Background: an optimization exercise with open tools, aiming at small area. Do not read the settings as production practice. The RTL was checked by simulation tests, not by an equivalence proof against the original design. Power is estimated from default activity; no workload was simulated.

[config.mk]
export PLATFORM = sky130hd
export DESIGN_NAME = sp8_core
export DESIGN_NICKNAME = sp8_core
export VERILOG_FILES = /design/flow/design.v
export SDC_FILE = /design/flow/constraint.sdc
export NUM_CORES = 4
export LEC_CHECK = 0
export CAP_MARGIN = 20
export CORE_MARGIN = 2
export CORE_UTILIZATION = 40
export PLACE_DENSITY = 0.6
export SLEW_MARGIN = 20
[constraint.sdc]
create_clock -name core_clock -period 5.0 [get_ports {clk}]
set_input_delay 1.0000 -clock core_clock [delete_from_list [all_inputs] [get_ports {clk}]]
set_output_delay 1.0000 -clock core_clock [all_outputs]
set_load 0.01 [all_outputs]
[design.v]
module sp8_core (
    input  wire        clk,
    input  wire        rst,
    output reg  [15:0] bus_addr,
    output wire [7:0]  bus_wdata,
    output wire        mem_we,
    output wire        disp_we,
    output wire        io_we,
    input  wire [7:0]  mem_rdata,
    output wire        retire,
    output reg  [2:0]  cost,
    output wire        halted,
    output wire        faulted,
    output wire [7:0]  fault_op,
    output wire [15:0] pc,
    output wire [7:0]  sp,
    output wire [7:0]  a,
    output wire [7:0]  x,
    output wire [7:0]  y,
    output wire [7:0]  p
);
    localparam [4:0] S_V0  = 5'b00_000, S_V   = 5'b00_001,
                     S_ST2 = 5'b00_010, S_ST3 = 5'b00_011,
                     S_SH1 = 5'b00_100, S_SH  = 5'b00_101,
                     S_SF1 = 5'b00_110, S_SF  = 5'b00_111,
                     S_DSTA = 5'b01_000, S_DSEC = 5'b01_001, S_DNONE = 5'b01_010,
                     S_STZ = 5'b10_000, S_LDZ = 5'b10_001, S_BNE = 5'b10_010, S_INC = 5'b10_011,
                     S_LDI = 5'b10_100, S_ADC = 5'b10_101, S_CMP = 5'b10_110, S_SBC = 5'b10_111;
    reg [2:0]  ph;
    reg [4:0]  st;
    reg        rp;
    reg [7:0]  t, ar;
    reg [15:0] pcr;
    reg        cp;
    reg        fc, fz, fv, fn;
    wire [1:0] q  = ph[1:0];
    wire       q0 = (q == 2'd0);
    wire       q3 = (q == 2'd3);
    wire       p0 = (ph == 3'd0);
    wire       p7 = (ph == 3'd7);
    wire g0 = (st[4:3] == 2'b00);
    wire g2 = (st[4:3] == 2'b10);
    wire g3 = (st[4:3] == 2'b11);
    assign sp = 8'hFF;
    assign x  = 8'h00;
    assign y  = 8'h00;
    assign p  = {fn, fv, 1'b1, 1'b0, 1'b0, 1'b0, fz, fc};
    assign a  = ar;
    assign pc = pcr;
    wire ds = st[3];                                 
    assign retire   = p0 && ((ds && st != S_DNONE) || (g0 && st[2] && !st[0]));
    assign halted   = g0 && st[2] && !st[1];
    assign faulted  = g0 && st[2] && st[1];
    assign fault_op = t;
    always @(*) begin
        if (!st[4]) cost = st[0] ? 3'd2 : 3'd4;      
        else case (st[2:0])
            3'b000, 3'b001: cost = 3'd3;
            3'b010:         cost = fz ? 3'd2 : 3'd3;
            3'b011:         cost = 3'd5;
            default:        cost = 3'd2;
        endcase
    end
    wire d_alu = (t[3:0] == 4'h9) && !t[4] &&
                 ((t[7] & t[6]) | (t[7] & t[5]) | (t[6] & t[5]));    
    wire d_zp5 = (t[3:0] == 4'h5) && t[7] && !t[6] && !t[4];         
    wire d_two = d_alu || d_zp5 || (t == 8'hE6) || (t == 8'hD0);
    wire d_sec = (t == 8'h38);
    wire [2:0] d_c = {t[3], t[6] & (t[7] | !t[3]), t[5] & (t[6] | !t[3])};
    wire [4:0] dnx = d_two ? {2'b10, d_c} : (t == 8'h8D) ? S_ST2 : d_sec ? S_DSEC :
                     (t == 8'hFF) ? S_SH1 : S_SF1;
    reg [1:0] sb;
    always @(*) begin
        case (q)
            2'd0: sb = mem_rdata[1:0];
            2'd1: sb = t[3:2];
            2'd2: sb = t[5:4];
            default: sb = t[7:6];
        endcase
    end
    wire alu_s = g2 && st[2];                        
    wire ldz_s = (st == S_LDZ);
    wire zw    = g2 && !st[2] && st[0];              
    wire win   = (alu_s && !ph[2]) || (zw && ph[2]);         
    wire aw    = (alu_s && !ph[2]) || (ldz_s && ph[2]);      
    wire       ua  = st[0] || st[1];
    wire       inv = st[1];
    wire       cmp = st[1] && !st[0];
    wire [1:0] ax  = (alu_s && ua) ? ar[1:0] : 2'b00;
    wire [1:0] bx  = (alu_s && inv) ? ~sb : sb;
    wire       ci  = alu_s && ua && (q0 ? (cmp || fc) : fc);
    wire       s0  = ax[0] ^ bx[0] ^ ci;
    wire       c1  = (ax[0] & bx[0]) | (ci & (ax[0] ^ bx[0]));
    wire       s1  = ax[1] ^ bx[1] ^ c1;
    wire       c2  = (ax[1] & bx[1]) | (c1 & (ax[1] ^ bx[1]));
    wire       vl  = (st == S_V);
    wire       tk  = (st == S_BNE) && !fz;
    wire [1:0] pb  = vl ? sb : tk ? (ph[2] ? {t[7], t[7]} : sb) : 2'b00;
    wire       pin = st[4] || st[3] || (st == S_ST2) || (st == S_ST3);
    wire       pci = p0 ? pin : cp;
    wire [1:0] pa  = vl ? 2'b00 : pcr[1:0];
    wire [2:0] psum = {1'b0, pa} + {1'b0, pb} + {2'b00, pci};
    wire [7:0] incv = mem_rdata + 8'd1;
    assign bus_wdata = (st == S_INC) ? incv : ar;
    wire zsel = g2 && !st[2] && (st[0] || !st[1]) && !ph[2] && !q0;    
    wire asel = (st == S_ST3) && p0;
    wire stv  = asel && (mem_rdata[7:4] != 4'h4) && (mem_rdata[7:4] != 4'h5);
    assign mem_we  = ((st == S_STZ) && (ph == 3'd1)) || ((st == S_INC) && (ph == 3'd2)) || stv;
    assign disp_we = asel && (mem_rdata[7:4] == 4'h4);
    assign io_we   = asel && (mem_rdata[7:4] == 4'h5);
    always @(*) begin
        bus_addr = {psum[1:0], pcr[15:2]};           
        if (st == S_V0 || (vl && ph == 3'd3)) bus_addr = {14'h3FFF, 1'b0, vl};
        if (zsel) bus_addr = {8'h00, t};
        if (asel) bus_addr = {mem_rdata, t};
    end
    wire rs = rst || rp;
    wire hold_off = aw && !q3;
    always @(posedge clk) begin
        pcr <= {psum[1:0], pcr[15:2]};
        cp  <= psum[2];
        if (q0 && (!ph[2] || vl || zw)) t <= mem_rdata;
        if (aw) ar <= {cmp ? ar[1:0] : {s1, s0}, ar[7:2]};
        if (rs && !hold_off) begin
            st <= S_V0; ph <= 3'd7; rp <= 1'b0;
            fc <= 1'b0; fz <= 1'b0; fv <= 1'b0; fn <= 1'b0;
        end else begin
            if (rs) rp <= 1'b1;
            ph <= ph + 3'd1;
            if (win) begin
                if (ua && alu_s) fc <= c2;
                if (q3 && alu_s && st[0]) fv <= c1 ^ c2;      
                fz <= (q0 ? 1'b1 : fz) & !s0 & !s1;
                fn <= s1;
            end
            if (p7) begin
                if (ds) begin
                    st <= dnx;
                    if (d_sec) fc <= 1'b1;
                end else if (g2) begin
                    st[3] <= 1'b1;
                end else begin
                    case (st[2:0])
                        3'b000: st <= S_V;
                        3'b001: st <= S_DNONE;
                        3'b010: st <= S_ST3;
                        3'b011: st <= S_DSTA;
                        3'b100: st <= S_SH;
                        3'b110: st <= S_SF;
                        default: ;
                    endcase
                end
            end
        end
    end
endmodule
[flow/run.sh]
#!/bin/bash
# Own layout flow: the standard layout (standard.sh) with two changes:
#  - synthesis maps the logic with an area-oriented ABC script (flow/abc_area.script),
#  - the port buffers that placement inserts on every input and output are buf_1 cells.
# Everything else (floorplan, power grid, taps, placement, CTS, routing) is the standard flow.
set -euo pipefail
here=$(pwd)
sed "s#SYNTH_SCRIPT=[^ ]*#SYNTH_SCRIPT=$here/flow/my_synth.tcl#" standard.sh > my_standard.sh
grep -q "SYNTH_SCRIPT=$here/flow/my_synth.tcl" my_standard.sh
export MY_ABC_SCRIPT=$here/flow/abc_area.script
export BUFFER_PORTS_ARGS="-buffer_cell sky130_fd_sc_hd__buf_1"
export SKIP_REPAIR_TIE_FANOUT=1
export CTS_ARGS="-sink_clustering_enable -repair_clock_nets -dont_use_dummy_load"
bash my_standard.sh > "$here/flow_make.log" 2>&1 || { tail -50 "$here/flow_make.log"; exit 1; }
tail -5 "$here/flow_make.log"
[flow/abc_area.script]
strash
balance
rewrite
refactor
balance
rewrite
rewrite -z
balance
refactor -z
rewrite -z
balance
balance
rewrite
refactor
balance
rewrite
rewrite -z
balance
refactor -z
rewrite -z
balance
dch -f
amap
topo
[flow/my_synth.tcl]
# The standard flow's synthesis (synth_recipe.tcl) with one change: ABC maps the logic with
# the area-oriented script in flow/abc_area.script instead of ORFS's speed script.
proc synth {args} { yosys synth -nofsm -noshare {*}$args }
proc abc {args} {
  set i [lsearch -exact $args -script]
  if { $i >= 0 } { lset args [expr { $i + 1 }] $::env(MY_ABC_SCRIPT) }
  yosys abc {*}$args
}
source $::env(SCRIPTS_DIR)/synth.tcl
# left out here: clear keep_hierarchy, flatten, clean up, hide names made inside functions, write 1_2_yosys.v
[standard.sh]
#!/bin/bash
# synth_recipe.tcl (not shown) runs the flow's synth.tcl, then flattens the netlist and writes it again
# the make line also repeats each setting of config.mk as NAME=value (left out here)
make -C /OpenROAD-flow-scripts/flow DESIGN_CONFIG=/design/flow/config.mk WORK_HOME=/design/flow/orfs CLKGATE_MAP_FILE= SYNTH_SCRIPT=/design/flow/synth_recipe.tcl "${@:-finish}"
==> results of run 1 <==
-- power groups by stage --
| stage | Sequential (mW) | Clock [mW] | Combinational [mW] |
|---|---|---|---|
| global placement | 0.637 | 0 | 0.843 |
| CTS | 0.632 | 0.212 | 0.848 |
| global route | 0.648 | 0.221 | 0.944 |
| finish | 0.631 | 0.206 | 0.843 |
| floorplan | 0.655 | 0 | 0.534 |
| detailed placement | 0.639 | 0 | 0.838 |
-- registers in the layout (all words and copies together), names as in the netlist --
name / cells
cp: 1
fv: 1
pcr: 16
fc: 1
rp: 1
st: 5
ph: 3
fn: 1
fz: 1
t: 8
ar: 8
-- cell usage in the layout (no fill, tap or decap), drive strengths merged, types with 2 or more instances in the layout --
cell | netlist | layout
a211oi | 2 | 2
a21oi | 20 | 20
a221oi | 2 | 2
a222oi | 2 | 2
a311oi | 2 | 2
a31oi | 2 | 2
a32o | 3 | 3
buf | 32 | 79
clkbuf | 0 | 5
clkinv | 50 | 50
conb | 2 | 2
dfxtp | 30 | 30
edfxtp | 16 | 16
fa | 4 | 4
ha | 7 | 7
nand2 | 21 | 21
nand3 | 3 | 3
nand4 | 2 | 2
nor2 | 48 | 48
nor3 | 12 | 12
nor4 | 3 | 3
o21ai | 27 | 27
o22a | 3 | 3
o22ai | 9 | 9
o32ai | 2 | 2
or2 | 4 | 4
or3 | 2 | 2
-- stage by stage --
stage	cell area (um^2)	setup slack, ps	total power [mW]	hold slack, ps	utilization (%)
2_1_floorplan	2630	1120	1.19	390	-
3_3_place_gp	2790	938	1.48	358	43.9
3_5_place_dp	2790	919	1.48	359	43.9
4_1_cts	2860	667	1.69	370	45.0
5_1_grt	2860	276	1.81	373	45.0
6_report	2860	657	1.68	366	45.0
-- cell type report --
class / instances / area [um^2]
clock buffer: 5 / 68.8
fill: 658 / 3490
inverter: 50 / 188
multi-input combinational: 193 / 1120
sequential: 46 / 1080
tap: 77 / 96.3
timing repair buffer: 79 / 300
-- worst max-delay path: cells and delay by family, from the launching register on --
kind / cells / cell delay [ps]
simple gates: 2 / 320
fa+ha+maj: 2 / 880
buf+inv: 5 / 580
compound gates: 4 / 830
flops: 1 / 440
-- cell families after synthesis --
family                   synth area share (%)
AO/OA/AOI/OAI                            20.1
adder cells (fa/ha/maj)                  6.37
buffers and inverters                    16.2
flip-flops                               41.0
other                                   0.285
AND/OR/NAND/NOR                          15.9
-- metal layers --
metal | up-vias | global-route usage [%] | share of wire [%]
li1 | 1199 | - | -
met1 | 1140 | 26.5 | 45
met2 | 119 | 29.9 | 45
met3 | 11 | 3.11 | 7.9
met4 | 0 | 6.49 | 2.0
met5 | - | 0 | 0
-- path summary, 6_finish.rpt --
path,endpoint,slack [ps]
min,pcr[2],370
min reg2reg,pcr[2],370
max,bus_addr[15],660
max reg2reg,fv,1870
==> impl_table.tex, run 1 <==
\begin{tabular}{lr}
\hline
Metric & Value \\
\hline
\multicolumn{2}{l}{\textbf{Outcome}} \\
\quad Result of the run & finished clean \\
\multicolumn{2}{l}{\textbf{Synth}} \\
\quad Cell area after synthesis & 0.00263 mm\^{}2 \\
\quad Average size of a mapped cell & 8.20 um\^{}2 \\
\quad Post-synthesis instance total & 321 \\
\quad Post-synth net total & 342 \\
\quad Sequential area share after synthesis & 41.0\% \\
\quad Ys Warns & 1 \\
\quad Post-synth top area share & between 20\% and 30\% \\
\quad Number of synthesized flops with an enable pin & 16 \\
\quad Cell type with the largest total area after synthesis & dfxtp\_1 \\
\quad Async set-reset flop share out of synthesis & 0\% \\
\quad Number of flip-flops and latches in the synthesized netlist & 46 \\
\quad Area contributors post-synth & dfxtp\_1 23\%, edfxtp\_1 18\%, buf\_4 9.1\%, clkinv\_1 7.1\%, nor2\_1 6.8\% \\
\quad Cell with the most instances after synthesis & clkinv\_1 \\
\quad Most common flop cell mapped by yosys & dfxtp\_1 \\
\quad Yosys cell types & 37 \\
\quad Most numerous cell types in the synthesized netlist & 50 x clkinv\_1, 48 x nor2\_1, 32 x buf\_4 \\
\multicolumn{2}{l}{\textbf{Pwr}} \\
\quad Fraction of power spent switching nets & 46.4\% \\
\quad Total power divided by cell area & 588 mW/mm\^{}2 \\
\quad Power Internal & around 0.90 mW \\
\quad Flop pwr share & 37.5\% \\
\quad Largest vdd supply drop & 316 uV \\
\quad Static Leak & 0.990 nW \\
\quad Net load switching power & 0.780 mW \\
\quad Clk pwr share & 12.2\% \\
\quad Fraction of power consumed by combinational cells & about half \\
\multicolumn{2}{l}{\textbf{Worst setup path}} \\
\quad Worst EP required & 4000 ps \\
\quad Critical Path AT & 3340 ps \\
\quad Startpoint of the worst setup timing path & st[1] \\
\quad Critical path startpoint category & flip-flop \\
\quad Element type at the critical path end & output pin \\
\quad Crit-path slowest cell & fa\_1 \\
\quad Number of cells on the worst reg-to-reg path & 13 \\
\quad Cell type with the highest occurrence count on the critical path & clkinv\_1 \\
\quad Cells along the critical path & clkinv\_1 > nor2\_1 > clkinv\_1 > nor2\_1 > clkinv\_1 > o41ai\_1 > o21ai\_0 > fa\_1 > clkinv\_1 > fa\_1 > o21ai\_0 > o21ai\_0 > buf\_1 \\
\quad Startpoint of the worst-slack reg-to-reg timing path & st[4] \\
\quad Worst Path Max Fanout & 7 \\
\quad Largest incremental delay on the critical path & 450 ps \\
\quad Critical path class & reg -> out \\
\multicolumn{2}{l}{\textbf{Clock network}} \\
\quad PostCTS Resize Cnt & 0 \\
\quad Clock latency on the worst-skew pair & 300 ps \\
\quad Number of levels in the clock H-tree & 2 \\
\quad Clk sink count & 46 \\
\quad CTS Buf Count & 5 \\
\quad Master cell of the clock root buffer & clkbuf\_8 \\
\quad CTS max path bufs & 2 \\
\quad Hold buffers post-CTS & 0 \\
\quad CTS tree & built \\
\quad Clock-pin slew on the worst setup and hold paths & about 80 ps \\
\quad Setup fix buffers added after clock tree synthesis & 0 \\
\multicolumn{2}{l}{\textbf{Timing}} \\
\quad Final hold violation count & 0 \\
\quad Sum of negative setup slack & 0 ps \\
\quad Transition time at the pin with the least slew margin & 881 ps \\
\quad Highest Clock Rate & around 230 MHz \\
\quad Final worst path period need & $\sim$4300 ps \\
\quad Final worst path period share & 86.9\% \\
\quad Worst clock skew on the final layout & 15.3 ps \\
\quad \# setup viols final & 0 \\
\quad Final count of pins violating max slew & 0 \\
\quad Unrepaired setup endpoints after global routing & no \\
\quad Worst rel slew slack & about two fifths \\
\multicolumn{2}{l}{\textbf{Hold path}} \\
\quad Worst hold start & pcr[4] \\
\quad Kind of path behind the tightest hold check & reg -> reg \\
\quad Cell depth of the worst min-delay path & 0 \\
\multicolumn{2}{l}{\textbf{Die}} \\
\quad Standard cell core area & 0.00635 mm\^{}2 \\
\quad Die height & 85.1 um \\
\quad Row Count & 29 \\
\quad Die ar. & 0.00725 mm\^{}2 \\
\quad Die extent in x & 85.1 um \\
\quad I/O Pins & around 110 \\
\quad Starting utilization of the core area & between 40\% and 50\% \\
\multicolumn{2}{l}{\textbf{GRT}} \\
\quad Global Route Usage Sum & a little under a fifth \\
\quad Number of global-route vias before repair & 2,204 \\
\quad Global-route wire length before repair & between 10 and 15 mm \\
\quad Initial antenna violation count & 0 \\
\quad Grt total ovfl & 0 \\
\quad Maximum number of pins on one net before global-route repair & 20 \\
\multicolumn{2}{l}{\textbf{Placed design}} \\
\quad GPL Wtd Cong & just over 0.9 \\
\quad Post-Place Cells & 445 \\
\quad Total half-perimeter wirelength after legalization and detailed placement & 5.46 mm \\
\quad Port bufs & 78 \\
\multicolumn{2}{l}{\textbf{Run}} \\
\quad Max cap viols & 0 \\
\multicolumn{2}{l}{\textbf{Layout}} \\
\quad Final cell count without fillers & 450 \\
\quad Growth of design area from synthesis to finish & 8.55\% \\
\quad Layout cell share with drive strength beyond 1 & 1.61\% \\
\quad Count of antenna diodes in the layout & 0 \\
\quad Nets@finish & around 400 \\
\multicolumn{2}{l}{\textbf{Routing}} \\
\quad DRC violations left & 0 \\
\quad WL final & 6.97 mm \\
\quad Via count & 2,469 \\
\quad Number of detailed-routing iterations run before antenna repair & 5 \\
\quad Routed WL per cell & between 15 and 20 um \\
\quad Post-detailed-route count of antenna-violating nets & 0 \\
\quad 1st-iter DRT viols & 133 \\
\quad Via-to-Cell Ratio & 5.49 \\
\hline
\end{tabular}
==> run 2, diff against run 1 <==
==> flow/abc_area.script (replaced) <==
strash
dch
amap
topo
==> run 2 against run 1 <==
  * Largest power group is now registers
  * Utilization is 0.19 points higher
  * Global-route usage increased by 0.43 points
  * Wire length shrank 1.3%
  * Still clean on timing, DRC and antenna
  * Non-clock buffer count increased by 1
  * Largest cell class unchanged
  * Via count down 2.1%
  * Sequential share of layout area decreased by 0.38 points
  * Clock-buffer cell count is the same
==> impl_table.tex, run 2 <==
\begin{tabular}{lr}
\hline
Metric & Value \\
\hline
\multicolumn{2}{l}{\textbf{Outcome}} \\
\quad Result of the run & finished clean \\
\multicolumn{2}{l}{\textbf{Routing}} \\
\quad Number of detailed-routing iterations run before antenna repair & 4 \\
\quad Wire length on met2 & about 3.2 mm \\
\quad Amount of wire on met3 after detailed routing & 443 um \\
\quad WL final & 6.88 mm \\
\quad Post-detailed-route count of antenna-violating nets & 0 \\
\quad 1st-iter DRT viols & 129 \\
\quad DRC violations left & 0 \\
\quad Via count & 2,418 \\
\quad Routed WL per cell & 15.0 um \\
\quad Topmost layer with routed signal wires & met4 \\
\quad DRT met1 WL & 3.16 mm \\
\quad Via-to-Cell Ratio & around 5.3 \\
\multicolumn{2}{l}{\textbf{Die}} \\
\quad Die height & 85.5 um \\
\quad Row Count & 29 \\
\quad Die extent in x & about 85 um \\
\quad I/O Pins & 107 \\
\quad Standard cell core area & 0.00639 mm\^{}2 \\
\quad Starting utilization of the core area & 41.6\% \\
\quad Die ar. & 0.00731 mm\^{}2 \\
\multicolumn{2}{l}{\textbf{Synth}} \\
\quad Average size of a mapped cell & between 8 and 9 um\^{}2 \\
\quad Post-synthesis instance total & 328 \\
\quad Async set-reset flop share out of synthesis & 0\% \\
\quad Sequential area share after synthesis & between 40\% and 50\% \\
\quad Cell type with the largest total area after synthesis & dfxtp\_1 \\
\quad Post-synth top area share & 22.6\% \\
\quad Number of synthesized flops with an enable pin & 16 \\
\quad Cell area after synthesis & between 0.002 and 0.003 mm\^{}2 \\
\quad Number of flip-flops and latches in the synthesized netlist & between 40 and 50 \\
\quad Yosys cell types & 34 \\
\quad Area contributors post-synth & dfxtp\_1 23\%, edfxtp\_1 18\%, buf\_4 9.0\%, clkinv\_1 7.5\%, nor2\_1 7.5\% \\
\quad Ys Warns & 1 \\
\quad Post-synth net total & 349 \\
\quad Most common flop cell mapped by yosys & dfxtp\_1 \\
\quad Most numerous cell types in the synthesized netlist & 53 x clkinv\_1, 53 x nor2\_1, 32 x buf\_4 \\
\multicolumn{2}{l}{\textbf{Clock network}} \\
\quad CTS tree & built \\
\quad CTS Buf Count & 5 \\
\quad Number of levels in the clock H-tree & 2 \\
\quad Hold buffers post-CTS & 0 \\
\quad Clk sink count & 46 \\
\quad Master cell of the clock root buffer & clkbuf\_8 \\
\quad Setup fix buffers added after clock tree synthesis & 0 \\
\quad PostCTS Resize Cnt & 0 \\
\quad Clock latency on the worst-skew pair & 300 ps \\
\quad Clock-pin slew on the worst setup and hold paths & 100 ps \\
\quad CTS max path bufs & 2 \\
\multicolumn{2}{l}{\textbf{Placed design}} \\
\quad GPL Wtd Cong & around 0.86 \\
\quad Port bufs & 78 \\
\quad Post-Place Cells & 453 \\
\quad Total half-perimeter wirelength after legalization and detailed placement & 5.44 mm \\
\multicolumn{2}{l}{\textbf{Worst setup path}} \\
\quad Worst Path Max Fanout & 10 \\
\quad Cells along the critical path & clkinv\_1 > nor2\_1 > nand3\_1 > o41ai\_1 > o21ai\_0 > fa\_1 > clkinv\_1 > fa\_1 > nor2\_1 > o22ai\_1 > buf\_1 \\
\quad Number of cells on the worst reg-to-reg path & 8 \\
\quad Family with the most delay on the worst path & adder cells \\
\quad Critical path class & reg -> out \\
\quad Buffering stage count on the worst path with inverters included & 3 \\
\quad Critical Path AT & 3340 ps \\
\quad Critical path startpoint category & flip-flop \\
\quad Endpoint of the most critical setup path & bus\_addr[15] \\
\quad Element type at the critical path end & output pin \\
\quad Largest incremental delay on the critical path & 540 ps \\
\quad Startpoint of the worst-slack reg-to-reg timing path & st[4] \\
\quad Endpoint of the most critical register-to-register path & st[3] \\
\quad Crit-path slowest cell & dfxtp\_1 \\
\quad Register-to-Register Setup Slack & 1840 ps \\
\quad Startpoint of the worst setup timing path & st[1] \\
\quad Cell count along the critical path & 11 \\
\quad Worst EP required & approximately 4000 ps \\
\multicolumn{2}{l}{\textbf{Run}} \\
\quad Max cap viols & 0 \\
\multicolumn{2}{l}{\textbf{Pwr}} \\
\quad Static Leak & 0.969 nW \\
\quad Largest vdd supply drop & between 300 and 400 uV \\
\quad Total power divided by cell area & 399 mW/mm\^{}2 \\
\multicolumn{2}{l}{\textbf{Layout}} \\
\quad Largest register by flop count & pcr \\
\quad Commonest non-fill, non-tap cell in the layout & buf\_1 \\
\quad Commonest cells after routing, fill and taps aside & 78 x buf\_1, 53 x clkinv\_1, 53 x nor2\_1 \\
\quad Count of antenna diodes in the layout & 0 \\
\quad Number of flip-flops under the largest register name & 16 \\
\quad Nets@finish & 404 \\
\quad Largest regs & pcr (16), ar (8), t (8) \\
\quad Growth of design area from synthesis to finish & 8.77\% \\
\quad Layout cell share with drive strength beyond 1 & 1.84\% \\
\quad Final cell count without fillers & 458 \\
\multicolumn{2}{l}{\textbf{Timing}} \\
\quad Final worst path period need & 4340 ps \\
\quad Transition time at the pin with the least slew margin & between 800 and 900 ps \\
\quad Worst rel slew slack & 40.5\% \\
\quad \# setup viols final & 0 \\
\quad Worst clock skew on the final layout & $\sim$27 ps \\
\quad Highest Clock Rate & 231 MHz \\
\quad Final count of pins violating max slew & 0 \\
\quad Sum of negative setup slack & 0 ps \\
\quad Unrepaired setup endpoints after global routing & no \\
\quad Final hold violation count & 0 \\
\quad Final worst path period share & 86.7\% \\
\multicolumn{2}{l}{\textbf{GRT}} \\
\quad Maximum number of pins on one net before global-route repair & 20 \\
\quad Initial antenna violation count & 0 \\
\quad Number of global-route vias before repair & 2,266 \\
\quad Global-route wire length before repair & 11.1 mm \\
\quad Grt total ovfl & 0 \\
\quad Global Route Usage Sum & 19.4\% \\
\multicolumn{2}{l}{\textbf{Hold path}} \\
\quad Kind of path behind the tightest hold check & reg -> reg \\
\hline
\end{tabular}
[run 2: worst min-delay path by stage]
stage | from | to | slack [ps] | cells past startpoint
finish | pcr[13] | pcr[11] | 350 | 0
global route | pcr[13] | pcr[11] | 350 | 0
CTS | pcr[13] | pcr[11] | 340 | 0
detailed placement | pcr[8] | pcr[6] | 360 | 0
global placement | pcr[8] | pcr[6] | 360 | 0
floorplan | pcr[2] | pcr[0] | 390 | 0
[run 2: where the power goes]
part	internal (mW)	leakage [nW]	switching [mW]	total (mW)
Sequential	0.465	0.393	0.0672	0.532
Clock	0.0904	0.0359	0.117	0.207
Combinational	0.144	0.540	0.269	0.413
[run 2: logic make-up after synthesis]
kind of cell | count (synthesis) | share of synthesized area, %
DFF | 46 | 40.7
AOI/OAI and AO/OA | 78 | 18.8
adders and majority gates | 11 | 6.31
and+or+nand+nor | 105 | 17.0
other | 2 | 0.283
xor gates and xnor gates | 1 | 0.330
buffers and inverters | 85 | 16.5
[run 2: cell type report]
cell class                      count  area [um^2]
Fill cell                         704         3500
Multi-Input combinational cell    197         1130
Sequential cell                    46         1080
Timing Repair Buffer               80          308
Inverter                           53          199
Tap cell                           77         96.3
Clock buffer                        5         68.8
[run 2: worst register-to-register path: stages, from the launching register on]
cell and delay, ps:
dfxtp_1 420, clkinv_1 320, nor3_1 490, a21oi_1 260, a21oi_1 720, a21oi_1 480, clkinv_1 180, o21ai_0 100
a31oi_1 140
[run 2: routing by layer]
layer / up-vias / GRT usage, %
li1: 1208 / -
met2: 80 / 29.8
met4: 0 / 7.65
met1: 1120 / 27.2
met5: - / 0
met3: 10 / 3.21
[run 2: per-stage QoR]
stage	instance area [um^2]	hold slack (ps)	setup slack (ps)	power (mW)	utilization, %
6_report	2890	346	663	1.15	45.2
4_1_cts	2890	343	658	1.17	45.2
2_1_floorplan	2660	393	1160	0.805	-
3_3_place_gp	2820	358	837	0.954	44.1
5_1_grt	2890	354	399	1.24	45.2
3_5_place_dp	2820	361	782	0.958	44.1
==> run 3, diff against run 2 <==
--- a/design.v
+++ b/design.v
@@ -87,7 +87,8 @@
     wire       inv = st[1];
     wire       cmp = st[1] && !st[0];
-    wire [1:0] ax  = (alu_s && ua) ? ar[1:0] : 2'b00;
-    wire [1:0] bx  = (alu_s && inv) ? ~sb : sb;
-    wire       ci  = alu_s && ua && (q0 ? (cmp || fc) : fc);
+    wire       au  = st[2] && ua;
+    wire [1:0] ax  = au ? ar[1:0] : 2'b00;
+    wire [1:0] bx  = (st[2] && inv) ? ~sb : sb;
+    wire       ci  = au && (q0 ? (cmp || fc) : fc);
     wire       s0  = ax[0] ^ bx[0] ^ ci;
     wire       c1  = (ax[0] & bx[0]) | (ci & (ax[0] ^ bx[0]));
@@ -103,13 +104,15 @@
     wire [7:0] incv = mem_rdata + 8'd1;
     assign bus_wdata = (st == S_INC) ? incv : ar;
-    wire zsel = g2 && !st[2] && (st[0] || !st[1]) && !ph[2] && !q0;    
-    wire asel = (st == S_ST3) && p0;
-    wire stv  = asel && (mem_rdata[7:4] != 4'h4) && (mem_rdata[7:4] != 4'h5);
+    wire zsel = g2 && !st[2] && !ph[2];              
+    wire asel = (st == S_ST3) && !ph[2];             
+    wire vsel = (st == S_V0) || (vl && !ph[2]);      
+    wire ast  = (st == S_ST3) && p0;
+    wire stv  = ast && (mem_rdata[7:4] != 4'h4) && (mem_rdata[7:4] != 4'h5);
     assign mem_we  = ((st == S_STZ) && (ph == 3'd1)) || ((st == S_INC) && (ph == 3'd2)) || stv;
-    assign disp_we = asel && (mem_rdata[7:4] == 4'h4);
-    assign io_we   = asel && (mem_rdata[7:4] == 4'h5);
+    assign disp_we = ast && (mem_rdata[7:4] == 4'h4);
+    assign io_we   = ast && (mem_rdata[7:4] == 4'h5);
     always @(*) begin
         bus_addr = {psum[1:0], pcr[15:2]};           
-        if (st == S_V0 || (vl && ph == 3'd3)) bus_addr = {14'h3FFF, 1'b0, vl};
+        if (vsel) bus_addr = {14'h3FFF, 1'b0, vl};
         if (zsel) bus_addr = {8'h00, t};
         if (asel) bus_addr = {mem_rdata, t};
@@ -129,5 +132,5 @@
             ph <= ph + 3'd1;
             if (win) begin
-                if (ua && alu_s) fc <= c2;
+                if (au) fc <= c2;
                 if (q3 && alu_s && st[0]) fv <= c1 ^ c2;      
                 fz <= (q0 ? 1'b1 : fz) & !s0 & !s1;
==> flow/abc_area.script (replaced) <==
strash
balance
rewrite
refactor
balance
rewrite
rewrite -z
balance
refactor -z
rewrite -z
balance
balance
rewrite
refactor
balance
rewrite
rewrite -z
balance
refactor -z
rewrite -z
balance
balance
rewrite
refactor
balance
rewrite
rewrite -z
balance
refactor -z
rewrite -z
balance
dch -f
amap
topo
==> run 3 against run 2 <==
  * Critical path depth increased by 2
  * Global-route usage increased by 0.49 points
  * Largest cell class unchanged
  * First-iteration DRC count increased by 71%
  * Still clean
==> impl_table.tex, run 3 <==
\begin{tabular}{lr}
\hline
Metric & Value \\
\hline
\multicolumn{2}{l}{\textbf{Outcome}} \\
\quad Result of the run & finished clean \\
\multicolumn{2}{l}{\textbf{Synth}} \\
\quad Cell area after synthesis & 0.00263 mm\^{}2 \\
\quad Post-synthesis instance total & 315 \\
\quad Area contributors post-synth & dfxtp\_1 23\%, edfxtp\_1 18\%, buf\_4 9.2\%, o21ai\_0 7.2\%, clkinv\_1 6.3\% \\
\quad Sequential area share after synthesis & between 40 and 50\% \\
\quad Cell with the most instances after synthesis & clkinv\_1 \\
\quad Most common flop cell mapped by yosys & dfxtp\_1 \\
\quad Number of synthesized flops with an enable pin & 16 \\
\quad Number of flip-flops and latches in the synthesized netlist & 46 \\
\quad Most numerous cell types in the synthesized netlist & 44 x clkinv\_1, 39 x nor2\_1, 38 x o21ai\_0 \\
\quad Average size of a mapped cell & about 8.3 um\^{}2 \\
\quad Yosys cell types & 39 \\
\quad Ys Warns & 1 \\
\quad Cell type with the largest total area after synthesis & dfxtp\_1 \\
\quad Post-synth top area share & 22.9\% \\
\quad Post-synth net total & 335 \\
\quad Async set-reset flop share out of synthesis & 0\% \\
\multicolumn{2}{l}{\textbf{Hold path}} \\
\quad Cell depth of the worst min-delay path & 0 \\
\quad Kind of path behind the tightest hold check & reg -> reg \\
\quad Worst hold start & pcr[4] \\
\quad Min-Delay Endpoint & pcr[2] \\
\multicolumn{2}{l}{\textbf{Layout}} \\
\quad Commonest cells after routing, fill and taps aside & 78 x buf\_1, 44 x clkinv\_1, 39 x nor2\_1 \\
\quad Growth of design area from synthesis to finish & 8.87\% \\
\quad Largest regs & pcr (16), ar (8), t (8) \\
\quad Commonest non-fill, non-tap cell in the layout & buf\_1 \\
\quad Nets@finish & just under 400 \\
\quad Post-layout util & 45.0\% \\
\quad Final cell count without fillers & 445 \\
\quad Filler cell count & 658 \\
\quad Non-Filler Cell Area, Final & about 0.0029 mm\^{}2 \\
\quad Count of antenna diodes in the layout & 0 \\
\quad Largest register by flop count & pcr \\
\quad Number of flip-flops under the largest register name & 16 \\
\quad Layout cell share with drive strength beyond 1 & 1.90\% \\
\multicolumn{2}{l}{\textbf{GRT}} \\
\quad Global-route wire length before repair & $\sim$11 mm \\
\quad Grt total ovfl & 0 \\
\quad Maximum number of pins on one net before global-route repair & 21 \\
\quad Global Route Usage Sum & approximately a fifth \\
\quad Initial antenna violation count & 0 \\
\quad Number of global-route vias before repair & 2,285 \\
\multicolumn{2}{l}{\textbf{Worst setup path}} \\
\quad Endpoint of the most critical register-to-register path & st[3] \\
\quad Critical path startpoint category & flip-flop \\
\quad Worst EP required & 4000 ps \\
\quad Critical path class & reg -> out \\
\quad Worst Path Max Fanout & 9 \\
\quad Critical Path AT & 3270 ps \\
\quad Element type at the critical path end & output pin \\
\quad Register-to-Register Setup Slack & approximately 1600 ps \\
\quad Startpoint of the worst-slack reg-to-reg timing path & st[2] \\
\quad Number of cells on the worst reg-to-reg path & 9 \\
\multicolumn{2}{l}{\textbf{Pwr}} \\
\quad Total design power & about 1.2 mW \\
\quad Static Leak & 0.944 nW \\
\quad Total power divided by cell area & about 410 mW/mm\^{}2 \\
\quad Largest vdd supply drop & 278 uV \\
\multicolumn{2}{l}{\textbf{Timing}} \\
\quad Worst clock skew on the final layout & 19.5 ps \\
\quad Sum of negative setup slack & 0 ps \\
\quad Final worst path period need & 4270 ps \\
\quad Worst hold margin & 373 ps \\
\quad \# setup viols final & 0 \\
\quad Final hold violation count & 0 \\
\quad Transition time at the pin with the least slew margin & 902 ps \\
\quad Highest Clock Rate & 234 MHz \\
\quad Final worst path period share & 85.4\% \\
\quad Smallest setup slack after layout & 730 ps \\
\quad Final count of pins violating max slew & 0 \\
\quad Unrepaired setup endpoints after global routing & no \\
\quad Worst rel slew slack & 39.9\% \\
\multicolumn{2}{l}{\textbf{Placed design}} \\
\quad Post-Place Cells & 440 \\
\quad Port bufs & 78 \\
\quad Standard cell area after detailed placement & 0.00279 mm\^{}2 \\
\quad Pre-CTS WS & 867 ps \\
\quad GPL Wtd Cong & 0.840 \\
\quad Total half-perimeter wirelength after legalization and detailed placement & roughly 5.5 mm \\
\multicolumn{2}{l}{\textbf{Routing}} \\
\quad DRC violations left & 0 \\
\quad Via-to-Cell Ratio & 5.50 \\
\quad Routed WL per cell & 16.0 um \\
\quad Post-detailed-route count of antenna-violating nets & 0 \\
\quad Number of detailed-routing iterations run before antenna repair & 4 \\
\quad WL final & 7.13 mm \\
\quad 1st-iter DRT viols & 220 \\
\quad Via count & about 2,400 \\
\multicolumn{2}{l}{\textbf{Clock network}} \\
\quad CTS tree & built \\
\quad Number of levels in the clock H-tree & 2 \\
\quad CTS Buf Count & 5 \\
\quad Setup fix buffers added after clock tree synthesis & 0 \\
\quad Master cell of the clock root buffer & clkbuf\_8 \\
\quad Clock-pin slew on the worst setup and hold paths & 90 ps \\
\quad Clk sink count & 46 \\
\quad PostCTS Resize Cnt & 0 \\
\quad Clock latency on the worst-skew pair & 300 ps \\
\quad CTS max path bufs & 2 \\
\quad Hold buffers post-CTS & 0 \\
\multicolumn{2}{l}{\textbf{Die}} \\
\quad I/O Pins & 107 \\
\quad Die extent in x & 85.0 um \\
\quad Standard cell core area & 0.00635 mm\^{}2 \\
\quad Die ar. & just over 0.007 mm\^{}2 \\
\quad Starting utilization of the core area & 41.3\% \\
\quad Row Count & 29 \\
\quad Die height & 85.0 um \\
\multicolumn{2}{l}{\textbf{Run}} \\
\quad Max cap viols & 0 \\
\hline
\end{tabular}
==> run 3: cell count changes after synthesis, sizes merged, moves of 3 or more <==
| cell | change |
|---|---|
| nor2 | -14 |
| or2 | +4 |
| a21oi | -7 |
| clkinv | -9 |
| o21ai | +26 |
| o22ai | -11 |
| nand3 | -3 |
| a32o | +3 |
==> run 3: final cells by class <==
type	instances	area (um^2)	share of cell area [%]
inverters	44	165	5.78
multi-input cells	193	1140	39.8
well taps	77	96.3	3.37
repair buffers	80	308	10.8
flip-flops and latches	46	1080	37.8
clock buffers	5	68.8	2.41
==> run 3: cell families (layout without fill, tap and decap cells) <==
logic type	Yosys count	in the layout	share of synthesized area [%]
fa+ha+maj	10	10	5.91
flops	46	46	41.2
simple gates	92	92	15.6
other cells	2	2	0.286
compound gates	89	89	21.6
buf+inv	76	129	15.4
==> run 3: layer usage <==
metal / up-vias / global-route usage [%] / wire, um
li1: 1194 / - / -
met1: 1146 / 27.5 / 3180
met3: 9 / 3.99 / 530
met2: 97 / 31.4 / 3330
met4: 0 / 6.20 / 95
met5: - / 0 / 0
==> run 3: worst max-delay path by stage <==
stage | from | end | slack [ps] | cells past startpoint
6_report | st[2] | bus_addr[15] | 730 | 13
5_1_grt | st[2] | bus_addr[15] | 370 | 13
2_1_floorplan | st[1] | bus_addr[15] | 1340 | 10
4_1_cts | st[2] | bus_addr[15] | 780 | 13
3_5_place_dp | mem_rdata[0] | bus_addr[15] | 870 | 10
3_3_place_gp | mem_rdata[0] | bus_addr[15] | 910 | 10
==> run 3: critical path, cell delays in order (launching register included) <==
cell and delay (ps):
dfxtp_1 510, clkinv_1 270, nand2_1 180, nor2_1 70, nand2_1 140, clkinv_1 100
nor2_1 160, o21ai_0 150, fa_1 450, clkinv_1 60, fa_1 430, o21ai_0 180
o21ai_0 130, buf_1 160
==> run 3: where the power goes <==
part / switching (mW) / internal (mW) / leakage [nW]
Sequential: 0.0691 / 0.469 / 0.393
Combinational: 0.276 / 0.143 / 0.515
Clock: 0.117 / 0.0904 / 0.0359
Total: 0.462 / 0.702 / 0.944
==> run 4, diff against run 3 <==
--- a/flow/abc_area.script
+++ b/flow/abc_area.script
@@ -1,13 +1,3 @@
 strash
-balance
-rewrite
-refactor
-balance
-rewrite
-rewrite -z
-balance
-refactor -z
-rewrite -z
-balance
 balance
 rewrite
==> run 4 against run 3 <==
  * Via count shrank 0.74%
  * Global-route usage shrank 0.79 points
  * Non-clock buffer count down 2
  * Design area is essentially flat
  * Sequential share of layout area is essentially flat
  * Combinational power increased by 110%
  * Maximum frequency is 4.4% lower
  * Largest cell class unchanged
==> impl_table.tex, run 4 <==
\begin{tabular}{lr}
\hline
Metric & Value \\
\hline
\multicolumn{2}{l}{\textbf{Die}} \\
\quad I/O Pins & 107 \\
\quad Row Count & 29 \\
\quad Die ar. & 0.00726 mm\^{}2 \\
\quad Starting utilization of the core area & around two fifths \\
\quad Die extent in x & 85.2 um \\
\quad Standard cell core area & $\sim$0.0063 mm\^{}2 \\
\quad Die height & 85.2 um \\
\multicolumn{2}{l}{\textbf{Layout}} \\
\quad Count of antenna diodes in the layout & 0 \\
\quad Post-layout util & 45.0\% \\
\quad Nets@finish & approximately 400 \\
\quad Layout cell share with drive strength beyond 1 & 1.34\% \\
\quad Register area & between 0.001 and 0.0015 mm\^{}2 \\
\quad Number of flip-flops under the largest register name & 16 \\
\quad Filler cell count & $\sim$630 \\
\quad Commonest non-fill, non-tap cell in the layout & buf\_1 \\
\quad Growth of design area from synthesis to finish & 8.25\% \\
\quad Commonest cells after routing, fill and taps aside & 78 x buf\_1, 49 x clkinv\_1, 39 x o21ai\_0 \\
\quad Non-Filler Cell Area, Final & 0.00286 mm\^{}2 \\
\quad Largest register by flop count & pcr \\
\quad Footprint of the multi-input gates & 0.00113 mm\^{}2 \\
\quad Largest regs & pcr (16), ar (8), t (8) \\
\multicolumn{2}{l}{\textbf{Clock network}} \\
\quad CTS Buf Count & 5 \\
\quad Clock-pin slew on the worst setup and hold paths & 90 ps \\
\quad CTS max path bufs & 2 \\
\quad Setup fix buffers added after clock tree synthesis & 0 \\
\quad Number of levels in the clock H-tree & 2 \\
\quad PostCTS Resize Cnt & 0 \\
\quad Master cell of the clock root buffer & clkbuf\_8 \\
\quad CTS tree & built \\
\quad Clk sink count & 46 \\
\quad Clock latency on the worst-skew pair & 300 ps \\
\quad Hold buffers post-CTS & 0 \\
\multicolumn{2}{l}{\textbf{Synth}} \\
\quad Area contributors post-synth & dfxtp\_1 23\%, edfxtp\_1 18\%, buf\_4 9.1\%, o21ai\_0 7.4\%, clkinv\_1 7.0\% \\
\quad Number of synthesized flops with an enable pin & 16 \\
\quad Number of flip-flops and latches in the synthesized netlist & between 40 and 50 \\
\quad Post-synthesis instance total & about 320 \\
\quad Yosys cell types & 35 \\
\quad Cell area after synthesis & 0.00264 mm\^{}2 \\
\quad Async set-reset flop share out of synthesis & 0\% \\
\quad Ys Warns & 1 \\
\quad Post-synth net total & 342 \\
\quad Most numerous cell types in the synthesized netlist & 49 x clkinv\_1, 39 x o21ai\_0, 38 x nor2\_1 \\
\quad Average size of a mapped cell & 8.19 um\^{}2 \\
\quad Post-synth top area share & 22.8\% \\
\quad Cell type with the largest total area after synthesis & dfxtp\_1 \\
\quad Sequential area share after synthesis & 41.0\% \\
\quad Cell with the most instances after synthesis & clkinv\_1 \\
\quad Most common flop cell mapped by yosys & dfxtp\_1 \\
\multicolumn{2}{l}{\textbf{GRT}} \\
\quad Grt total ovfl & 0 \\
\quad Number of global-route vias before repair & 2,220 \\
\quad Global Route Usage Sum & 19.1\% \\
\quad Initial antenna violation count & 0 \\
\quad Maximum number of pins on one net before global-route repair & 21 \\
\quad Global-route wire length before repair & 10.9 mm \\
\multicolumn{2}{l}{\textbf{Pwr}} \\
\quad Largest vdd supply drop & 291 uV \\
\quad Total power divided by cell area & 598 mW/mm\^{}2 \\
\quad Static Leak & 0.952 nW \\
\multicolumn{2}{l}{\textbf{Routing}} \\
\quad 1st-iter DRT viols & 198 \\
\quad Post-detailed-route count of antenna-violating nets & 0 \\
\quad Via count & between 2,000 and 2,500 \\
\quad DRC violations left & 0 \\
\quad Number of detailed-routing iterations run before antenna repair & 5 \\
\quad WL final & 6.90 mm \\
\quad Routed WL per cell & 15.3 um \\
\quad Via-to-Cell Ratio & 5.40 \\
\multicolumn{2}{l}{\textbf{Timing}} \\
\quad Highest Clock Rate & 224 MHz \\
\quad Final worst path period share & 89.3\% \\
\quad Unrepaired setup endpoints after global routing & no \\
\quad Final hold violation count & 0 \\
\quad Final count of pins violating max slew & 0 \\
\quad \# setup viols final & 0 \\
\quad Transition time at the pin with the least slew margin & 962 ps \\
\quad Worst hold margin & 367 ps \\
\quad Smallest setup slack after layout & between 500 and 600 ps \\
\quad Sum of negative setup slack & 0 ps \\
\quad Worst clock skew on the final layout & between 15 and 20 ps \\
\quad Worst rel slew slack & 35.9\% \\
\quad Final worst path period need & 4460 ps \\
\multicolumn{2}{l}{\textbf{Run}} \\
\quad Max cap viols & 0 \\
\multicolumn{2}{l}{\textbf{Worst setup path}} \\
\quad Critical Path AT & 3460 ps \\
\quad Worst EP required & 4000 ps \\
\quad Critical path startpoint category & flip-flop \\
\quad Element type at the critical path end & output pin \\
\quad Critical path class & reg -> out \\
\quad Worst Path Max Fanout & 7 \\
\multicolumn{2}{l}{\textbf{Placed design}} \\
\quad Pre-CTS WS & 891 ps \\
\quad Standard cell area after detailed placement & approximately 0.0028 mm\^{}2 \\
\quad Total half-perimeter wirelength after legalization and detailed placement & 5.42 mm \\
\quad GPL Wtd Cong & 0.950 \\
\quad Port bufs & 78 \\
\multicolumn{2}{l}{\textbf{Hold path}} \\
\quad Kind of path behind the tightest hold check & reg -> reg \\
\multicolumn{2}{l}{\textbf{Outcome}} \\
\quad Result of the run & finished clean \\
\hline
\end{tabular}
[run 4: cell types whose count changed after synthesis, moves of 2 or more]
cell / delta
or2_0: -2
a211oi_1: +2
nor3_1: +2
clkinv_1: +5
a32o_1: -2
nand3_1: +2
o22ai_1: +2
a31oi_1: +2
[run 4: cell families after synthesis]
| logic type | synth area share [%] |
|---|---|
| AO/OA/AOI/OAI | 21.1 |
| flip-flops | 41.0 |
| adder cells (fa/ha/maj) | 5.88 |
| buffers and inverters | 16.1 |
| other | 0.285 |
| AND/OR/NAND/NOR | 15.7 |
[run 4: critical path, cell delays in order, from the launching register on]
cell,delay [ps]
dfxtp_1,440
clkinv_1,240
nor2_1,390
nand3_1,160
o41ai_1,360
o21ai_0,210
fa_1,450
clkinv_1,60
fa_1,430
o21ai_0,170
o21ai_0,110
buf_1,140
[run 4: path summary, 6_finish.rpt]
| kind | cells after the start | from | slack, ps | to |
|---|---|---|---|---|
| worst max register to register | 12 | ph[0] | 2130 | fz |
| worst max-delay path | 11 | st[1] | 540 | bus_addr[15] |
| worst min register to register | 0 | pcr[9] | 370 | pcr[7] |
| worst min-delay path | 0 | pcr[9] | 370 | pcr[7] |
[run 4: layout make-up]
type                            instances  area share, %
Multi-Input combinational cell        195           39.7
Clock buffer                            5           2.41
Inverter                               49           6.44
Tap cell                               77           3.37
Sequential cell                        46           37.9
Timing Repair Buffer                   78           10.3
[run 4: power by group]
group,leakage (nW),internal (mW),switching (mW)
sequential,0.396,0.531,0.109
combinational,0.520,0.280,0.579
clock,0.0359,0.0904,0.117
total,0.952,0.901,0.805
[run 4: per-layer routing]
metal  share of wire (%)  track usage (%)
met2                  47             32.2
met1                  44             24.8
met5                   0                0
met3                 7.2             3.21
met4                 1.9             6.49
[run 4: per-stage QoR]
stage | power (mW) | std cells
after global routing | 1.84 | 450
final | 1.71 | 450
after global placement | 1.51 | 445
after CTS | 1.72 | 450
after floorplan | 1.20 | 322
after detailed placement | 1.50 | 445
==> run 5, diff against run 4 <==
==> flow/abc_area.script (replaced) <==
strash
&get -n
&deepsyn -J 1000 -T 3000
&put
dch -f
amap
topo
==> run 5 against run 4 <==
  * Largest power group is now registers
  * Synthesized cell count is 6.2% lower
  * Critical path type unchanged
  * First-iteration DRC count is 41% lower
  * Flip-flop and latch count stayed put
==> impl_table.tex, run 5 <==
\begin{tabular}{lr}
\hline
Metric & Value \\
\hline
\multicolumn{2}{l}{\textbf{Worst setup path}} \\
\quad Register-to-Register Setup Slack & 2080 ps \\
\quad Element type at the critical path end & output pin \\
\quad Startpoint of the worst-slack reg-to-reg timing path & ph[0] \\
\quad Critical Path AT & 3410 ps \\
\quad Number of cells on the worst reg-to-reg path & 10 \\
\quad Critical path startpoint category & flip-flop \\
\quad Endpoint of the most critical register-to-register path & fc \\
\quad Worst Path Max Fanout & 10 \\
\quad Critical path class & reg -> out \\
\quad Worst EP required & 4000 ps \\
\multicolumn{2}{l}{\textbf{GRT}} \\
\quad Maximum number of pins on one net before global-route repair & 20 \\
\quad Initial antenna violation count & 0 \\
\quad Grt total ovfl & 0 \\
\quad Global Route Usage Sum & 19.4\% \\
\quad Global-route wire length before repair & 10.8 mm \\
\quad Number of global-route vias before repair & roughly 2,200 \\
\multicolumn{2}{l}{\textbf{Layout}} \\
\quad Final cell count without fillers & 432 \\
\quad Count of antenna diodes in the layout & 0 \\
\quad Commonest cells after routing, fill and taps aside & 78 x buf\_1, 54 x nor2\_1, 45 x clkinv\_1 \\
\quad Largest register by flop count & pcr \\
\quad Commonest non-fill, non-tap cell in the layout & buf\_1 \\
\quad Number of flip-flops under the largest register name & 16 \\
\quad Layout cell share with drive strength beyond 1 & 1.97\% \\
\quad Largest regs & pcr (16), ar (8), t (8) \\
\quad Nets@finish & 377 \\
\quad Growth of design area from synthesis to finish & 9.13\% \\
\multicolumn{2}{l}{\textbf{Routing}} \\
\quad Routed WL per cell & between 15 and 20 um \\
\quad WL final & 6.79 mm \\
\quad Post-detailed-route count of antenna-violating nets & 0 \\
\quad Number of detailed-routing iterations run before antenna repair & 4 \\
\quad DRC violations left & 0 \\
\quad Via-to-Cell Ratio & 5.25 \\
\quad 1st-iter DRT viols & about 120 \\
\quad Via count & 2,268 \\
\multicolumn{2}{l}{\textbf{Synth}} \\
\quad Ys Warns & 1 \\
\quad Post-synth net total & between 300 and 400 \\
\quad Most common flop cell mapped by yosys & dfxtp\_1 \\
\quad Number of flip-flops and latches in the synthesized netlist & 46 \\
\quad Yosys cell types & 31 \\
\quad Number of synthesized flops with an enable pin & 16 \\
\quad Async set-reset flop share out of synthesis & 0\% \\
\quad Sequential area share after synthesis & 42.4\% \\
\quad Post-synth top area share & 23.6\% \\
\quad Cell type with the largest total area after synthesis & dfxtp\_1 \\
\quad Cell area after synthesis & 0.00255 mm\^{}2 \\
\quad Average size of a mapped cell & 8.44 um\^{}2 \\
\quad Most numerous cell types in the synthesized netlist & 54 x nor2\_1, 45 x clkinv\_1, 32 x buf\_4 \\
\quad Cell with the most instances after synthesis & nor2\_1 \\
\quad Post-synthesis instance total & 302 \\
\quad Area contributors post-synth & dfxtp\_1 24\%, edfxtp\_1 19\%, buf\_4 9.4\%, nor2\_1 8.0\%, clkinv\_1 6.6\% \\
\multicolumn{2}{l}{\textbf{Clock network}} \\
\quad CTS max path bufs & 2 \\
\quad Setup fix buffers added after clock tree synthesis & 0 \\
\quad Number of levels in the clock H-tree & 2 \\
\quad Master cell of the clock root buffer & clkbuf\_8 \\
\quad PostCTS Resize Cnt & 0 \\
\quad CTS Buf Count & 5 \\
\quad Clock-pin slew on the worst setup and hold paths & 80 ps \\
\quad Clk sink count & 46 \\
\quad CTS tree & built \\
\quad Hold buffers post-CTS & 0 \\
\quad Clock latency on the worst-skew pair & 300 ps \\
\multicolumn{2}{l}{\textbf{Pwr}} \\
\quad Net load switching power & 0.423 mW \\
\quad Fraction of power spent switching nets & about two fifths \\
\quad Flop pwr share & 46.6\% \\
\quad Total power divided by cell area & 393 mW/mm\^{}2 \\
\quad Static Leak & between 0.9 and 1 nW \\
\quad Power Internal & 0.671 mW \\
\quad Fraction of power consumed by combinational cells & 34.2\% \\
\quad Largest vdd supply drop & 224 uV \\
\quad Clk pwr share & between 10\% and 20\% \\
\multicolumn{2}{l}{\textbf{Placed design}} \\
\quad GPL Wtd Cong & 0.880 \\
\quad Port bufs & just under 80 \\
\quad Total half-perimeter wirelength after legalization and detailed placement & 5.28 mm \\
\quad Pre-CTS WS & 717 ps \\
\quad Post-Place Cells & 427 \\
\multicolumn{2}{l}{\textbf{Die}} \\
\quad Die extent in x & 83.8 um \\
\quad Die height & 83.8 um \\
\quad Standard cell core area & 0.00624 mm\^{}2 \\
\quad Starting utilization of the core area & 40.8\% \\
\quad Row Count & 29 \\
\quad Die ar. & 0.00703 mm\^{}2 \\
\quad I/O Pins & 107 \\
\multicolumn{2}{l}{\textbf{Timing}} \\
\quad Highest Clock Rate & between 200 and 250 MHz \\
\quad Final worst path period share & 88.1\% \\
\quad Worst rel slew slack & 34.9\% \\
\quad Worst hold margin & between 300 and 400 ps \\
\quad Transition time at the pin with the least slew margin & 976 ps \\
\quad Final count of pins violating max slew & 0 \\
\quad Sum of negative setup slack & 0 ps \\
\quad Final worst path period need & 4410 ps \\
\quad Final hold violation count & 0 \\
\quad Smallest setup slack after layout & approximately 590 ps \\
\quad Unrepaired setup endpoints after global routing & no \\
\quad Worst clock skew on the final layout & 8.15 ps \\
\quad \# setup viols final & 0 \\
\multicolumn{2}{l}{\textbf{Outcome}} \\
\quad Result of the run & finished clean \\
\multicolumn{2}{l}{\textbf{Run}} \\
\quad Max cap viols & 0 \\
\multicolumn{2}{l}{\textbf{Hold path}} \\
\quad Worst hold start & pcr[14] \\
\quad Cell depth of the worst min-delay path & 0 \\
\quad Kind of path behind the tightest hold check & reg -> reg \\
\quad Min-Delay Endpoint & pcr[12] \\
\hline
\end{tabular}
## run 5: logic make-up (layout without fill, tap and decap cells)
family	count (synthesis)	after routing	share of synthesized area, %
adders and majority gates	10	10	6.09
AOI/OAI and AO/OA	72	72	18.9
and+or+nand+nor	95	95	16.3
other	2	2	0.295
buffers and inverters	77	130	16.1
DFF	46	46	42.4
## run 5: metal layers
metal / global-route usage (%) / up-vias / share of wire, %
met1: 26.2 / 1058 / 46
li1: - / 1132 / -
met3: 4.35 / 9 / 6.1
met5: 0 / - / 0
met2: 30.7 / 69 / 46
met4: 6.74 / 0 / 1.8
## run 5: metrics by stage
step / util, % / total power [mW] / cell area [um^2]
after floorplan: - / 0.754 / 2550
after global placement: 43.5 / 0.890 / 2710
after detailed placement: 43.5 / 0.890 / 2710
after CTS: 44.6 / 1.10 / 2780
after global routing: 44.6 / 1.16 / 2780
final: 44.6 / 1.09 / 2780
## run 5: cell type report
cell class,count,area (um^2)
flip-flops and latches,46,1080
repair buffers,80,308
inverters,45,169
fillers,641,3460
well taps,77,96.3
clock buffers,5,68.8
multi-input cells,179,1060
## run 5: power by group through the flow
stage | registers, mW | logic [mW] | clock network (mW)
global route | 0.519 | 0.414 | 0.227
global placement | 0.518 | 0.372 | 0
finish | 0.510 | 0.374 | 0.209
floorplan | 0.530 | 0.224 | 0
detailed placement | 0.517 | 0.373 | 0
CTS | 0.509 | 0.376 | 0.214
## run 5: worst max path at each step
stage                 startpoint           end  slack (ps)
floorplan                  st[0]  bus_addr[15]        1130
global placement    mem_rdata[0]  bus_addr[15]         730
detailed placement  mem_rdata[0]  bus_addr[15]         720
CTS                        st[0]  bus_addr[15]         620
global route               st[2]   bus_addr[0]         370
finish                     st[2]   bus_addr[0]         590
## run 5: critical path: stages, from the launching register on
cell      delay [ps]
dfxtp_1          510
nor2_1           130
clkinv_1         120
nor2_1           100
clkinv_1          90
nor3_1            50
buf_4            180
nor2_1           540
clkinv_1         400
nor2_1           270
clkinv_1         220
a22oi_1          220
o21ai_0          110
buf_1            160
==> run 6, diff against run 5 <==
--- a/design.v
+++ b/design.v
@@ -125,8 +125,5 @@
         if (q0 && (!ph[2] || vl || zw)) t <= mem_rdata;
         if (aw) ar <= {cmp ? ar[1:0] : {s1, s0}, ar[7:2]};
-        if (rs && !hold_off) begin
-            st <= S_V0; ph <= 3'd7; rp <= 1'b0;
-            fc <= 1'b0; fz <= 1'b0; fv <= 1'b0; fn <= 1'b0;
-        end else begin
+        if (!(rs && !hold_off)) begin
             if (rs) rp <= 1'b1;
             ph <= ph + 3'd1;
@@ -155,4 +152,7 @@
                 end
             end
+        end else begin
+            st <= S_V0; ph <= 3'd7; rp <= 1'b0;
+            fc <= 1'b0; fz <= 1'b0; fv <= 1'b0; fn <= 1'b0;
         end
     end
==> run 6 against run 5 <==
  * Die area up 0.18%
  * Final cell count up 0.46%
  * Setup slack worse by 72 ps
  * Power up 0.34%
  * Largest power group unchanged
  * Maximum frequency down 1.6%
==> impl_table.tex, run 6 <==
\begin{tabular}{lr}
\hline
Metric & Value \\
\hline
\multicolumn{2}{l}{\textbf{Outcome}} \\
\quad Result of the run & finished clean \\
\multicolumn{2}{l}{\textbf{Synth}} \\
\quad Post-synth net total & 324 \\
\quad Number of synthesized flops with an enable pin & 16 \\
\quad Post-synth top area share & between 20\% and 30\% \\
\quad Cell area after synthesis & 0.00255 mm\^{}2 \\
\quad Cell with the most instances after synthesis & nor2\_1 \\
\quad Ys Warns & 1 \\
\quad Most numerous cell types in the synthesized netlist & 48 x nor2\_1, 44 x clkinv\_1, 32 x buf\_4 \\
\quad Sequential area share after synthesis & 42.3\% \\
\quad Cell type with the largest total area after synthesis & dfxtp\_1 \\
\quad Average size of a mapped cell & 8.40 um\^{}2 \\
\quad Async set-reset flop share out of synthesis & 0\% \\
\quad Area contributors post-synth & dfxtp\_1 24\%, edfxtp\_1 19\%, buf\_4 9.4\%, nor2\_1 7.1\%, clkinv\_1 6.5\% \\
\quad Number of flip-flops and latches in the synthesized netlist & 46 \\
\quad Post-synthesis instance total & a little over 300 \\
\quad Yosys cell types & 32 \\
\quad Most common flop cell mapped by yosys & dfxtp\_1 \\
\multicolumn{2}{l}{\textbf{Worst setup path}} \\
\quad Crit-path slowest cell & or4\_1 \\
\quad Worst Path Max Fanout & 6 \\
\quad Critical Path AT & approximately 3500 ps \\
\quad Largest incremental delay on the critical path & 550 ps \\
\quad Element type at the critical path end & output pin \\
\quad Number of cells on the worst reg-to-reg path & 8 \\
\quad Critical path startpoint category & flip-flop \\
\quad Startpoint of the worst-slack reg-to-reg timing path & st[4] \\
\quad Cell type with the highest occurrence count on the critical path & clkinv\_1 \\
\quad Register-to-Register Setup Slack & 1960 ps \\
\quad Worst EP required & approximately 4000 ps \\
\quad Cells along the critical path & clkinv\_1 > nor2\_1 > clkinv\_1 > or4\_1 > o21a\_1 > fa\_1 > clkinv\_1 > fa\_1 > a221o\_1 > buf\_1 \\
\quad Endpoint of the most critical register-to-register path & ph[1] \\
\quad Critical path class & reg -> out \\
\multicolumn{2}{l}{\textbf{Timing}} \\
\quad Highest Clock Rate & 223 MHz \\
\quad Final worst path period share & 89.6\% \\
\quad Final count of pins violating max slew & 0 \\
\quad Worst clock skew on the final layout & 23.9 ps \\
\quad Smallest setup slack after layout & 521 ps \\
\quad Unrepaired setup endpoints after global routing & no \\
\quad Worst hold margin & 352 ps \\
\quad Final worst path period need & 4480 ps \\
\quad Worst rel slew slack & between 30\% and 40\% \\
\quad Sum of negative setup slack & 0 ps \\
\quad Final hold violation count & 0 \\
\quad Transition time at the pin with the least slew margin & between 900 and 1000 ps \\
\quad \# setup viols final & 0 \\
\multicolumn{2}{l}{\textbf{Layout}} \\
\quad Growth of design area from synthesis to finish & 9.11\% \\
\quad Final cell count without fillers & 434 \\
\quad Count of antenna diodes in the layout & 0 \\
\quad Layout cell share with drive strength beyond 1 & 1.96\% \\
\quad Commonest non-fill, non-tap cell in the layout & buf\_1 \\
\quad Largest regs & pcr (16), ar (8), t (8) \\
\quad Number of flip-flops under the largest register name & 16 \\
\quad Nets@finish & 379 \\
\quad Commonest cells after routing, fill and taps aside & 78 x buf\_1, 48 x nor2\_1, 44 x clkinv\_1 \\
\quad Largest register by flop count & pcr \\
\multicolumn{2}{l}{\textbf{Clock network}} \\
\quad Setup fix buffers added after clock tree synthesis & 0 \\
\quad Clock latency on the worst-skew pair & 300 ps \\
\quad Hold buffers post-CTS & 0 \\
\quad CTS tree & built \\
\quad Master cell of the clock root buffer & clkbuf\_8 \\
\quad CTS max path bufs & 2 \\
\quad Number of levels in the clock H-tree & 2 \\
\quad Clk sink count & 46 \\
\quad Clock-pin slew on the worst setup and hold paths & 100 ps \\
\quad PostCTS Resize Cnt & 0 \\
\quad CTS Buf Count & 5 \\
\multicolumn{2}{l}{\textbf{Die}} \\
\quad Starting utilization of the core area & about two fifths \\
\quad Die ar. & 0.00704 mm\^{}2 \\
\quad I/O Pins & 107 \\
\quad Die extent in x & 83.9 um \\
\quad Standard cell core area & $\sim$0.0063 mm\^{}2 \\
\quad Row Count & 29 \\
\quad Die height & 83.9 um \\
\multicolumn{2}{l}{\textbf{Placed design}} \\
\quad Post-Place Cells & 429 \\
\quad Pre-CTS WS & 656 ps \\
\quad Total half-perimeter wirelength after legalization and detailed placement & approximately 5.4 mm \\
\quad Port bufs & 78 \\
\quad GPL Wtd Cong & 0.868 \\
\multicolumn{2}{l}{\textbf{Routing}} \\
\quad DRC violations left & 0 \\
\quad 1st-iter DRT viols & approximately 140 \\
\quad Number of detailed-routing iterations run before antenna repair & 4 \\
\quad Routed WL per cell & between 15 and 20 um \\
\quad WL final & 6.86 mm \\
\quad Via-to-Cell Ratio & 5.41 \\
\quad Post-detailed-route count of antenna-violating nets & 0 \\
\quad Via count & 2,348 \\
\multicolumn{2}{l}{\textbf{GRT}} \\
\quad Number of global-route vias before repair & approximately 2,200 \\
\quad Maximum number of pins on one net before global-route repair & 20 \\
\quad Global Route Usage Sum & 19.3\% \\
\quad Initial antenna violation count & 0 \\
\quad Grt total ovfl & 0 \\
\quad Global-route wire length before repair & around 11 mm \\
\multicolumn{2}{l}{\textbf{Hold path}} \\
\quad Kind of path behind the tightest hold check & reg -> reg \\
\quad Worst hold start & pcr[13] \\
\quad Min-Delay Endpoint & pcr[11] \\
\quad Cell depth of the worst min-delay path & 0 \\
\multicolumn{2}{l}{\textbf{Pwr}} \\
\quad Largest vdd supply drop & 294 uV \\
\quad Static Leak & 0.940 nW \\
\quad Total power divided by cell area & 394 mW/mm\^{}2 \\
\quad Total design power & 1.10 mW \\
\multicolumn{2}{l}{\textbf{Run}} \\
\quad Max cap viols & 0 \\
\hline
\end{tabular}
## run 6: cell types whose count changed after synthesis, sizes merged, moves of 2 or more
cell,before,now
nand3,8,5
nor2,54,48
a221oi,2,0
nor3,7,12
o21ai,12,18
nand2,10,14
o22a,5,2
o22ai,7,9
## run 6: worst max-delay path, delay by kind of cell, from the launching register on
family | cells | cell delay [ps]
flops | 1 | 410
simple gates | 2 | 910
compound gates | 2 | 490
fa+ha+maj | 2 | 840
buf+inv | 4 | 560
## run 6: kinds of logic (layout without fill, tap and decap cells)
group	after synthesis	after routing	synth area share (%)
AOI/OAI and AO/OA	74	74	18.8
adders and majority gates	10	10	6.08
buffers and inverters	76	129	15.9
DFF	46	46	42.3
other	2	2	0.294
and+or+nand+nor	96	96	16.7
## run 6: through the flow
step	util, %	instance area (um^2)
after floorplan	-	2550
after global placement	43.3	2720
after detailed placement	43.3	2720
after CTS	44.4	2790
after global routing	44.4	2790
final	44.4	2790
## run 6: per-layer routing
layer  GRT usage (%)  up-vias  share of wire [%]
li1                -     1142                  -
met1            25.4     1107                 44
met2            31.1       89                 47
met3            4.45       10                7.3
met4            7.18        0                1.6
met5               0        -                  0
## run 6: layout make-up
type / count / area (um^2)
clock buffers: 5 / 68.8
fillers: 649 / 3490
inverters: 44 / 165
multi-input cells: 182 / 1070
flip-flops and latches: 46 / 1080
well taps: 77 / 96.3
repair buffers: 80 / 308
## run 6: worst max-delay path by stage
stage | from | end | slack [ps] | depth (start not counted)
after detailed placement | mem_rdata[0] | bus_addr[15] | 660 | 10
after CTS | st[1] | bus_addr[15] | 510 | 10
after global routing | st[1] | bus_addr[15] | 240 | 10
final | st[1] | bus_addr[15] | 520 | 10
after floorplan | st[1] | bus_addr[15] | 1200 | 9
after global placement | mem_rdata[0] | bus_addr[15] | 690 | 10
## run 6: power breakdown
part           switching, mW  internal (mW)
Sequential            0.0612          0.460
Clock                  0.115         0.0904
Combinational          0.243          0.128
Total                  0.419          0.678

re-timing with driven ports:
In the flow no input, the clock included, has a driving cell. The finished layouts below were timed again as built, in two steps. Step 1 (the two cells are an assumption about what drives the block):
set clk [get_ports {clk}]
set_driving_cell -lib_cell sky130_fd_sc_hd__clkbuf_16 $clk
set_driving_cell -lib_cell sky130_fd_sc_hd__buf_2 [delete_from_list [all_inputs] $clk]
Step 2, shift: input delay + t, output delay - t, t = (earliest + latest rising clock arrival at the registers) / 2. This alone moves slack from input paths to output paths. Three values: no drivers, after step 1, after step 2; two values: the first two.
run	t (ns)	slack for setup (ns)	worst slew at a driven data input, ns
run 1	0.321	0.657 / 0.628 / 0.893	0.03
run 2	0.322	0.663 / 0.632 / 0.750	0.04
run 3	0.323	0.730 / 0.699 / 0.805	0.03
run 4	0.325	0.535 / 0.506 / 0.830	0.03
run 5	0.324	0.593 / 0.565 / 0.671	0.03
run 6	0.317	0.521 / 0.491 / 0.594	0.03
After both steps setup and hold are still met in every run listed.
